Context: an optimization exercise on an open-source flow, tuned for small area. The choices shown serve that exercise and are no tape-out recipe. Only simulation tests tie the RTL to the original design; equivalence was not proved. Power and IR drop assume default switching activity.

===== flow/design.v =====
module klt_block (
    input  wire        clk,
    input  wire        rst,
    input  wire [3:0]  col_n,
    input  wire        led_ready,
    output wire [3:0]  row_n,
    output wire        led_valid,
    output wire [31:0] led_word,
    output wire        pwm_out,
    output wire        reboot_req,
    output wire        log_valid,
    output wire [4:0]  log_code
);
    localparam [3:0] S_RST  = 4'd0,  S_IDLE = 4'd1,  S_SET1 = 4'd2,  S_SET2 = 4'd3,
                     S_COL  = 4'd4,  S_REL  = 4'd5,  S_DISP = 4'd6,  S_TON  = 4'd7,
                     S_TGAP = 4'd8,  S_EMIT = 4'd9,  S_HOLD = 4'd10, S_HALT = 4'd11;
    localparam [14:0] TERM    = 15'b110011101100011,
                      W_IDLE  = 15'b100111101011000,    
                      W_BEEP  = 15'b111111110011000,    
                      W_NOTE  = 15'b101101110011100,    
                      W_MGAP  = 15'b100111110011100,    
                      W_GLYPH = 15'b111000111011100;   
    localparam [4:0]  T5     = 5'b11111,
                      S_BEEP = 5'b01111,
                      S_MEL  = 5'b01011,
                      S_PIX  = 5'b01101;
    reg [3:0]  ph;
    reg [10:0] pws;      
    reg        pwh;      
    reg [3:0]  sync1;
    reg        sync2;    
    reg [14:0] tmr;
    reg [1:0]  kr, kc;
    reg [2:0]  apc;
    reg [4:0]  sub;
    wire       tdone   = (tmr == TERM);
    wire       sdone   = (sub == T5);
    wire [3:0] key     = {kr, kc};
    wire       col_now = sync2;
    wire       mel     = apc[1];       
    wire k0  = (key == 4'd0);
    wire kA  = (key == 4'd3);
    wire kB  = (key == 4'd7);
    wire kC  = (key == 4'd11);
    wire kZ  = (key == 4'd13);
    wire kH  = (key == 4'd14);
    wire kD  = (key == 4'd15);
    reg gbit;
    always @(*) begin
        case ({apc, sub})
            {3'd1, 5'b01111}: gbit = 1'b1;
            {3'd1, 5'b00111}: gbit = 1'b1;
            {3'd1, 5'b10011}: gbit = 1'b1;
            {3'd1, 5'b01100}: gbit = 1'b1;
            {3'd1, 5'b10010}: gbit = 1'b1;
            {3'd1, 5'b01001}: gbit = 1'b1;
            {3'd1, 5'b00100}: gbit = 1'b1;
            {3'd1, 5'b00010}: gbit = 1'b1;
            {3'd1, 5'b00001}: gbit = 1'b1;
            {3'd1, 5'b10000}: gbit = 1'b1;
            {3'd1, 5'b01000}: gbit = 1'b1;
            {3'd1, 5'b11010}: gbit = 1'b1;
            {3'd1, 5'b11101}: gbit = 1'b1;
            {3'd1, 5'b01101}: gbit = 1'b1;
            {3'd2, 5'b11111}: gbit = 1'b1;
            {3'd2, 5'b01111}: gbit = 1'b1;
            {3'd2, 5'b00111}: gbit = 1'b1;
            {3'd2, 5'b10011}: gbit = 1'b1;
            {3'd2, 5'b11001}: gbit = 1'b1;
            {3'd2, 5'b01100}: gbit = 1'b1;
            {3'd2, 5'b01001}: gbit = 1'b1;
            {3'd2, 5'b00100}: gbit = 1'b1;
            {3'd2, 5'b00010}: gbit = 1'b1;
            {3'd2, 5'b00001}: gbit = 1'b1;
            {3'd2, 5'b01000}: gbit = 1'b1;
            {3'd2, 5'b11101}: gbit = 1'b1;
            {3'd2, 5'b01110}: gbit = 1'b1;
            {3'd2, 5'b10111}: gbit = 1'b1;
            {3'd2, 5'b11011}: gbit = 1'b1;
            {3'd2, 5'b01101}: gbit = 1'b1;
            {3'd3, 5'b11111}: gbit = 1'b1;
            {3'd3, 5'b01111}: gbit = 1'b1;
            {3'd3, 5'b00111}: gbit = 1'b1;
            {3'd3, 5'b10011}: gbit = 1'b1;
            {3'd3, 5'b11001}: gbit = 1'b1;
            {3'd3, 5'b01011}: gbit = 1'b1;
            {3'd3, 5'b00010}: gbit = 1'b1;
            {3'd3, 5'b01010}: gbit = 1'b1;
            {3'd3, 5'b11101}: gbit = 1'b1;
            {3'd3, 5'b01110}: gbit = 1'b1;
            {3'd3, 5'b10111}: gbit = 1'b1;
            {3'd3, 5'b11011}: gbit = 1'b1;
            {3'd3, 5'b01101}: gbit = 1'b1;
            {3'd4, 5'b01111}: gbit = 1'b1;
            {3'd4, 5'b00111}: gbit = 1'b1;
            {3'd4, 5'b10011}: gbit = 1'b1;
            {3'd4, 5'b01100}: gbit = 1'b1;
            {3'd4, 5'b10010}: gbit = 1'b1;
            {3'd4, 5'b01001}: gbit = 1'b1;
            {3'd4, 5'b10000}: gbit = 1'b1;
            {3'd4, 5'b01000}: gbit = 1'b1;
            {3'd4, 5'b11010}: gbit = 1'b1;
            {3'd4, 5'b01110}: gbit = 1'b1;
            {3'd4, 5'b10111}: gbit = 1'b1;
            {3'd4, 5'b11011}: gbit = 1'b1;
            {3'd5, 5'b11111}: gbit = 1'b1;
            {3'd5, 5'b11001}: gbit = 1'b1;
            {3'd5, 5'b01100}: gbit = 1'b1;
            {3'd5, 5'b10010}: gbit = 1'b1;
            {3'd5, 5'b01001}: gbit = 1'b1;
            {3'd5, 5'b10000}: gbit = 1'b1;
            {3'd5, 5'b01000}: gbit = 1'b1;
            {3'd5, 5'b11010}: gbit = 1'b1;
            {3'd5, 5'b01110}: gbit = 1'b1;
            {3'd5, 5'b10111}: gbit = 1'b1;
            {3'd5, 5'b11011}: gbit = 1'b1;
            default: gbit = 1'b0;
        endcase
    end
    wire red   = (k0 & gbit) | kC;
    wire green = kD;
    wire blue  = kB;
    wire white = kH;
    assign led_word = {1'b0, green | white, {6{green}},
                       1'b0, red, red | white, {5{red}},
                       {3{blue}}, blue | white, {4{blue}},
                       8'h00};
    assign led_valid  = (ph == S_EMIT);
    assign pwm_out    = (ph == S_TON) & ~pwh;
    assign reboot_req = (ph == S_HALT);
    assign log_valid  = (ph == S_DISP) & (apc == 3'd0);
    assign log_code   = {1'b1, kr, kc};
    assign row_n      = (ph == S_SET1 || ph == S_SET2 || ph == S_COL || ph == S_REL) ?
                        ~(4'b0001 << kr) : 4'b1111;
    wire scan_go = (ph == S_RST) || (ph == S_IDLE && tdone);
    reg [1:0] kc_n;
    always @(*) begin
        kc_n = kc;
        if (scan_go) kc_n = 2'd0;
        else if (ph == S_COL && col_now) kc_n = kc + 2'd1;
    end
    wire pwz = (pws[9:0] == 10'd0);
    always @(posedge clk) begin
        sync1 <= col_n;
        sync2 <= sync1[kc_n];
        kc    <= kc_n;
        tmr   <= {tmr[13:0], tmr[10] ^ tmr[14]};
        if (rst) begin
            ph  <= S_RST;
            pws <= 11'd0;
            pwh <= 1'b0;
        end else begin
            pws <= {pws[9:0], pws[10] ^ pws[8] ^ pwz};
            if (pws[10] & pwz) pwh <= ~pwh;
            case (ph)
                S_RST, S_IDLE: begin
                    if (scan_go) begin
                        kr <= 2'd0;
                        ph <= S_SET1;
                    end
                end
                S_SET1: ph <= S_SET2;
                S_SET2: ph <= S_COL;
                S_COL: begin
                    if (!col_now) begin
                        ph <= S_REL;
                    end else if (kc == 2'd3) begin
                        if (kr == 2'd3) begin
                            tmr <= W_IDLE;
                            ph  <= S_IDLE;
                        end else begin
                            kr  <= kr + 2'd1;
                            ph  <= S_SET1;
                        end
                    end
                end
                S_REL: begin
                    if (col_now) begin
                        apc <= 3'd0;
                        ph  <= S_DISP;
                    end
                end
                S_DISP: begin
                    sub <= S_PIX;
                    if (k0) begin
                        case (apc)
                            3'd0: begin sub <= S_BEEP; tmr <= W_BEEP; ph <= S_TON; end
                            3'd6: begin sub <= S_MEL;  tmr <= W_NOTE; ph <= S_TON; end
                            3'd7: begin tmr <= W_IDLE; ph <= S_IDLE; end
                            default: ph <= S_EMIT;
                        endcase
                    end else if ((kA | kB | kC | kH | kD) && apc == 3'd0) begin
                        ph <= S_EMIT;
                    end else if (kZ && apc == 3'd0) begin
                        tmr <= W_IDLE;
                        ph  <= S_HOLD;
                    end else if (kZ) begin
                        ph <= S_HALT;
                    end else begin
                        tmr <= W_IDLE;
                        ph  <= S_IDLE;
                    end
                end
                S_TON: begin
                    if (tdone) begin
                        tmr <= mel ? W_MGAP : W_BEEP;
                        ph  <= S_TGAP;
                    end
                end
                S_TGAP: begin
                    if (tdone) begin
                        if (sdone) begin
                            apc <= apc + 3'd1;
                            ph  <= S_DISP;
                        end else begin
                            sub <= {sub[3:0], sub[2] ^ sub[4]};
                            tmr <= mel ? W_NOTE : W_BEEP;
                            ph  <= S_TON;
                        end
                    end
                end
                S_EMIT: begin
                    if (led_ready) begin
                        if (sdone) begin
                            tmr <= W_GLYPH;
                            ph  <= S_HOLD;
                        end else begin
                            sub <= {sub[3:0], sub[2] ^ sub[4]};
                        end
                    end
                end
                S_HOLD: begin
                    if (tdone || !(k0 || kZ)) begin
                        apc <= apc + 3'd1;
                        ph  <= S_DISP;
                    end
                end
                default: ;
            endcase
        end
    end
endmodule

===== flow/run.sh =====
#!/bin/bash
# synth_recipe.tcl (not shown) runs the flow's synth.tcl, then flattens the netlist and writes it again
# the make line also repeats each setting of config.mk as NAME=value (left out here)
make -C /OpenROAD-flow-scripts/flow DESIGN_CONFIG=/design/flow/config.mk WORK_HOME=/design/flow/orfs CLKGATE_MAP_FILE= SYNTH_SCRIPT=/design/flow/synth_recipe.tcl finish

===== flow/config.mk =====
export PLATFORM = sky130hd
export DESIGN_NAME = klt_block
export DESIGN_NICKNAME = klt_block
export VERILOG_FILES = /design/flow/design.v
export SDC_FILE = /design/flow/constraint.sdc
export NUM_CORES = 4
export LEC_CHECK = 0
export CAP_MARGIN = 20
export CORE_MARGIN = 2
export CORE_UTILIZATION = 40
export SLEW_MARGIN = 20

===== flow/constraint.sdc =====
create_clock -name core_clock -period 10.0 [get_ports {clk}]
set_input_delay 2.0000 -clock core_clock [delete_from_list [all_inputs] [get_ports {clk}]]
set_output_delay 2.0000 -clock core_clock [all_outputs]
set_load 0.01 [all_outputs]

==> results.cfg, run 1 <==
[outcome]
status = no timing/DRC/antenna violations

[power]
total_power_w = 0.000490
peakVddDrop_v = 0.0000823
leakage_nw = 1.47
power_density_nw_per_um2 = 129

[detailed_routing]
wl_per_cell_um = 16.0
drtPass1Iterations = 5
drcViolationCount = 0
via_per_inst = 5.68
finalWirelength_um = 8490
vias = 3022
final_antenna_net_count = 0
drt-initial-drc-count = 252

[timing]
layout_min_cycle_time_ns = 5.15
relSlewSlack_pct = 41.4
setup_tns_ns = 0
rsz0062_at_grt = no
hold_viol = 0
period_share_pct = 51.5
slew_viol_final = 0
fin_skew_ns = 0.0173
tightest_slew_ns = 0.877
setup_viol = 0
timing.fmax_mhz = 194
worst_hold_slack_ns = 0.434

[worst_setup_path]
worst_setup_path_start_kind = flop
cp.required_ns = 8.00
crit_path_end_kind = output port
critPathMaxFanout = 10
worst_ep_arrival_time_ns = 3.15
r2r_setup_slack_ns = 7.32
path_class = flop to output port

[synthesis]
synth_edf_count = 10
syn_area_per_cell_um2 = 8.25
ys_ff_latch = 48
synth.largest_area_cell = dfxtp_1
ys_types = 73
synth.top_cells.by_area = dfxtp_1, edfxtp_1, buf_4
synth-seq-area-share_pct = 30.8
synth_area_um2 = 3450
yosys_warnings = 1
postSynthCellCount = 418
synth_top_area_share_pct = 22.1
async_reset_ff_share_pct = 0
ys.flop_type = dfxtp_1

[clock_network]
cts.clk_slew.worst_paths_ns = 0.10
cts_setup_buffers = 0
cts_tree = done
cts_max_level = 2
numClockSinks = 48
cts_resized = 0
clock_latency_ns = 0.31
clk_path_buf_depth = 2
cts_hold_buf = 0
cts_buffers = 5
cts_root_buf = clkbuf_8

[die]
die_area_um2 = 9380
num_rows = 33
start_util_pct = 41.6
dieWidth_um = 96.9
die_h_um = 96.9
core_area_um2 = 8300
ios = 52

[global_routing]
grt_pass1_vias = 2796
gr-usage-all-layers_pct = 18.2
grt_max_degree = 23
grt_pass1_wl_um = 14200
antenna_found_initial = 0
grt-ovfl-total = 0

[run]
drv_cap = 0

[place]
post-dp-hpwl_um = 6410
io_buffers = 40
finalWeightedCongestion = 0.951

[layout]
final_nets = 450
area_growth_pct = 10.4
n_antenna_cell = 0
drive_gt1_share_pct = 6.09

[worst_hold_path]
hp-class = flop to flop
## cells in the final DEF, fill, tap and decap left out, types with 5 or more instances in the layout
cell type	instances
dfxtp_1	38
edfxtp_1	10
nand4_1	6
o21a_1	8
clkbuf_8	6
clkdlybuf4s50_1	40
inv_1	20
ha_1	17
mux2i_1	5
nor2b_1	13
nor3_1	6
conb_1	11
nand2_1	35
nand3_1	14
o21ai_0	20
nand2b_1	15
a21oi_1	23
and2_1	12
nor2_1	38
## through the flow
stage	std cells	util, %	cell area [µm²]	worst slack [ns]
floorplan	427	-	3480	5.81
global placement	524	44.7	3710	5.29
detailed placement	524	44.7	3710	5.20
CTS	532	45.9	3810	4.82
global route	532	45.9	3810	4.62
finish	532	45.9	3810	4.85
## flip-flops by register name, summed over array words and instances (netlist names)
| name | cells |
|---|---|
| kr | 2 |
| ph | 4 |
| sync1 | 4 |
| tmr | 15 |
| sync2 | 1 |
| pws | 11 |
| apc | 3 |
| pwh | 1 |
| kc | 2 |
| sub | 5 |
## cell usage after synthesis (5+ instances only)
cell type	number
ha_1	17
dfxtp_1	38
o21a_1	8
nor2b_1	13
mux2i_1	5
edfxtp_1	10
a21oi_1	23
nand3_1	14
buf_2	9
nand2_1	35
inv_1	20
nand2b_1	15
and2_1	12
buf_4	30
nand4_1	6
nor2_1	38
nor3_1	6
o21ai_0	20
clkbuf_1	9
## worst max-delay path, stage by stage, from the launching register on
cell,delay [ns]
edfxtp_1,0.56
ha_1,0.30
o21ai_0,0.24
a21oi_1,0.06
o21a_1,0.20
o31a_1,0.26
o311ai_0,0.46
nand2_1,0.21
clkdlybuf4s50_1,0.53
## final timing paths
kind | from | endpoint | depth (start not counted)
hold / removal | tmr[3] | tmr[4] | 1
setup reg to reg | apc[1] | tmr[8] | 8
setup / recovery | sub[1] | led_word[20] | 8
hold reg to reg | tmr[3] | tmr[4] | 1
## power by group
group | switching [W] | total [W] | internal (W)
registers | 0.0000294 | 0.000264 | 0.000234
logic | 0.0000501 | 0.000101 | 0.0000510
clock network | 0.0000682 | 0.000125 | 0.0000566
## cells by family after synthesis
group,synth area share (%)
xor gates and xnor gates,1.52
DFF,30.8
AOI/OAI and AO/OA,20.3
adders and majority gates,6.17
muxes,2.76
other,0.218
and+or+nand+nor,26.8
buffers and inverters,11.4
## cell type report
type	count	area, µm²
Multi-Input combinational cell	309	2030
Inverter	20	75.1
Timing Repair Buffer	42	415
Clock buffer	6	82.6
Clock inverter	2	13.8
Fill cell	842	4490
Sequential cell	48	1060
Tap cell	105	131
## per-layer routing
layer	vias up	routed length, µm	GRT usage (%)
met5	-	0	0
met1	1431	3930	25.5
met3	11	549	3.11
met4	0	93	5.63
li1	1458	-	-
met2	122	3920	28.7
==> run 2, diff against run 1 <==
==> flow/flow/run.sh (new file) <==
#!/bin/bash
export BUFFER_PORTS_ARGS="-buffer_cell sky130_fd_sc_hd__buf_1"
bash standard.sh > standard.log 2>&1
==> flow/standard.sh (new file) <==
#!/bin/bash
# synth_recipe.tcl (not shown) runs the flow's synth.tcl, then flattens the netlist and writes it again
# the make line also repeats each setting of config.mk as NAME=value (left out here)
make -C /OpenROAD-flow-scripts/flow DESIGN_CONFIG=/design/flow/config.mk WORK_HOME=/design/flow/orfs CLKGATE_MAP_FILE= SYNTH_SCRIPT=/design/flow/synth_recipe.tcl "${@:-finish}"
removed: flow/run.sh
==> run 2 against run 1 <==
  * Critical endpoint unchanged
  * Via count rose by 0.73%
  * Worst setup slack better by 0.41 ns
  * Hold slack better by 0.0035 ns
==> results.cfg, run 2 <==
[outcome]
status = no timing/DRC/antenna violations

[detailed_routing]
drt-initial-drc-count = 280
final_antenna_net_count = 0
drtPass1Iterations = 5
finalWirelength_um = 8330
wl_per_cell_um = 15.6
via_per_inst = 5.71
vias = 3044
drcViolationCount = 0

[die]
start_util_pct = 41.6
die_area_um2 = 9380
dieWidth_um = 96.9
die_h_um = 96.9
num_rows = 33
core_area_um2 = 8300
ios = 52

[layout]
final_cell_mix = buf_1, nor2_1, dfxtp_1
layout_commonest_cell = buf_1
reg_top3 = tmr: 15 flops, pws: 11 flops, sub: 5 flops
final_nets = 451
drive_gt1_share_pct = 6.07
fillers = 859
area_growth_pct = 3.23
regMostFlops = tmr
fin_cells = 533
largest_register_ffs = 15
n_antenna_cell = 0

[synthesis]
synth.largest_area_cell = dfxtp_1
yosys_warnings = 1
synth-seq-area-share_pct = 30.8
synth.top_cells.by_area = dfxtp_1, edfxtp_1, buf_4
synthTopCellsByCount = dfxtp_1, nor2_1, nand2_1, buf_4, a21oi_1
syn_area_per_cell_um2 = 8.25
ys_ff_latch = 48
ys_types = 73
synth_top_area_share_pct = 22.1
ys.flop_type = dfxtp_1
postSynthCellCount = 418
synth_area_um2 = 3450
async_reset_ff_share_pct = 0
synth_edf_count = 10

[global_routing]
grt-ovfl-total = 0
grt_pass1_wl_um = 13700
grt_max_degree = 23
gr-usage-all-layers_pct = 17.3
antenna_found_initial = 0
grt_pass1_vias = 2737

[timing]
timing.fmax_mhz = 211
period_share_pct = 47.4
worst_hold_slack_ns = 0.438
rsz0062_at_grt = no
setup_tns_ns = 0
hold_viol = 0
fin_skew_ns = 0.00538
layout_min_cycle_time_ns = 4.74
tightest_slew_ns = 0.650
setup_viol = 0
relSlewSlack_pct = 56.6
fin_ws_ns = 5.26
slew_viol_final = 0

[clock_network]
cts_buffers = 5
cts_max_level = 2
cts.clk_slew.worst_paths_ns = 0.09
cts_tree = done
clk_path_buf_depth = 2
clock_latency_ns = 0.30
numClockSinks = 48
cts_root_buf = clkbuf_8
cts_setup_buffers = 0
cts_resized = 0
cts_hold_buf = 0

[worst_setup_path]
crit_family = compound AO/OA/AOI/OAI gates
crit_slowest_cell = edfxtp_1
worst_ep_arrival_time_ns = 2.74
worst_setup_path_start_kind = flop
cp_cell_sequence = ha_1, o21ai_0, a21oi_1, o21a_1, o31a_1, o311ai_0, nand2_1, buf_1
critPathMaxFanout = 10
critPathBufInv = 1
path_class = flop to output port
r2r_setup_slack_ns = 7.26
crit_path_end_kind = output port
cp.required_ns = 8.00
cp_slowest_stage_delay_ns = 0.54

[power]
p_sw_share_pct = 30.0
total_power_w = 0.000482
leakage_nw = 1.38
clkPwrFrac_pct = 25.1
p_comb_share_pct = 19.6
power.share.sequential_pct = 55.3
intPower_w = 0.000337
p_sw_w = 0.000144
power_density_nw_per_um2 = 135
peakVddDrop_v = 0.0000774

[place]
place_inst = 525
finalWeightedCongestion = 0.938
io_buffers = 40
place_ws_ns = 5.63
post-dp-hpwl_um = 6240

[worst_hold_path]
hp-class = flop to flop

[run]
drv_cap = 0
==> run 2: worst paths after layout <==
path,from,to,cells past startpoint
setup reg to reg,apc[1],tmr[8],8
hold reg to reg,tmr[2],tmr[3],1
hold / removal,tmr[2],tmr[3],1
setup / recovery,sub[1],led_word[20],8
==> run 2: routing by layer <==
layer  track usage, %  up-vias  part of all wire, %  wire length (µm)
met2             27.2      111                   46              3830
met3             2.46       17                  5.4               454
met5                0        -                    0                 0
li1                 -     1470                    -                 -
met1             25.0     1446                   47              3910
met4             4.55        0                  1.6               136
==> run 2: power groups by stage <==
| stage | Sequential, W | Combinational, W | Clock, W |
|---|---|---|---|
| floorplan | 0.000255 | 0.0000837 | 0 |
| global placement | 0.000271 | 0.0000926 | 0 |
| detailed placement | 0.000269 | 0.0000945 | 0 |
| CTS | 0.000266 | 0.0000941 | 0.000125 |
| global route | 0.000272 | 0.000105 | 0.000130 |
| finish | 0.000266 | 0.0000946 | 0.000121 |
==> run 2: stage by stage <==
step                instance area (µm²)  utilization (%)
floorplan                          3480                -
global placement                   3470             41.8
detailed placement                 3470             41.8
CTS                                3560             42.9
global route                       3560             42.9
finish                             3560             42.9
==> run 2: area by class of cell <==
| class | count | area [µm²] | area share [%] |
|---|---|---|---|
| timing repair buffer | 43 | 173 | 4.85 |
| inverter | 20 | 75.1 | 2.11 |
| tap | 105 | 131 | 3.69 |
| clock inverter | 1 | 6.26 | 0.176 |
| multi-input combinational | 309 | 2030 | 57.0 |
| clock buffer | 7 | 86.3 | 2.42 |
| sequential | 48 | 1060 | 29.8 |
==> run 2: logic make-up after synthesis <==
kind of cell,after synthesis,synth area share (%)
XOR/XNOR,6,1.52
multiplexers,8,2.76
buffers and inverters,70,11.4
adder cells (fa/ha/maj),17,6.17
other,2,0.218
AO/OA/AOI/OAI,101,20.3
AND/OR/NAND/NOR,166,26.8
flip-flops,48,30.8

## separate check: timing with driven ports
The results above use ideal ports. As a check the final layouts listed here were re-extracted and re-timed, cells and wires unchanged. Step 1 sets driving cells, clkbuf_16 on the clock port and buf_2 on the other inputs (assumed; they add their load-dependent delay and slew). Step 2 times the ports against the registers' clock, not the clock port: input delays grow and output delays shrink by t, the midpoint of the rising clock arrivals with the driver on. Three values: ideal, step 1, step 2; two values: the first two.
| run | t (ns) | setup WS [ns] | hold WS [ns] | cell pins on the clock port's net |
|---|---|---|---|---|
| run 1 | 0.336 | 4.852 / 4.822 / 5.157 | 0.434 / 0.434 / 0.434 | 1 |
| run 2 | 0.329 | 5.261 / 5.228 / 5.556 | 0.438 / 0.438 / 0.438 | 1 |
After both steps setup and hold are still met in every run listed.
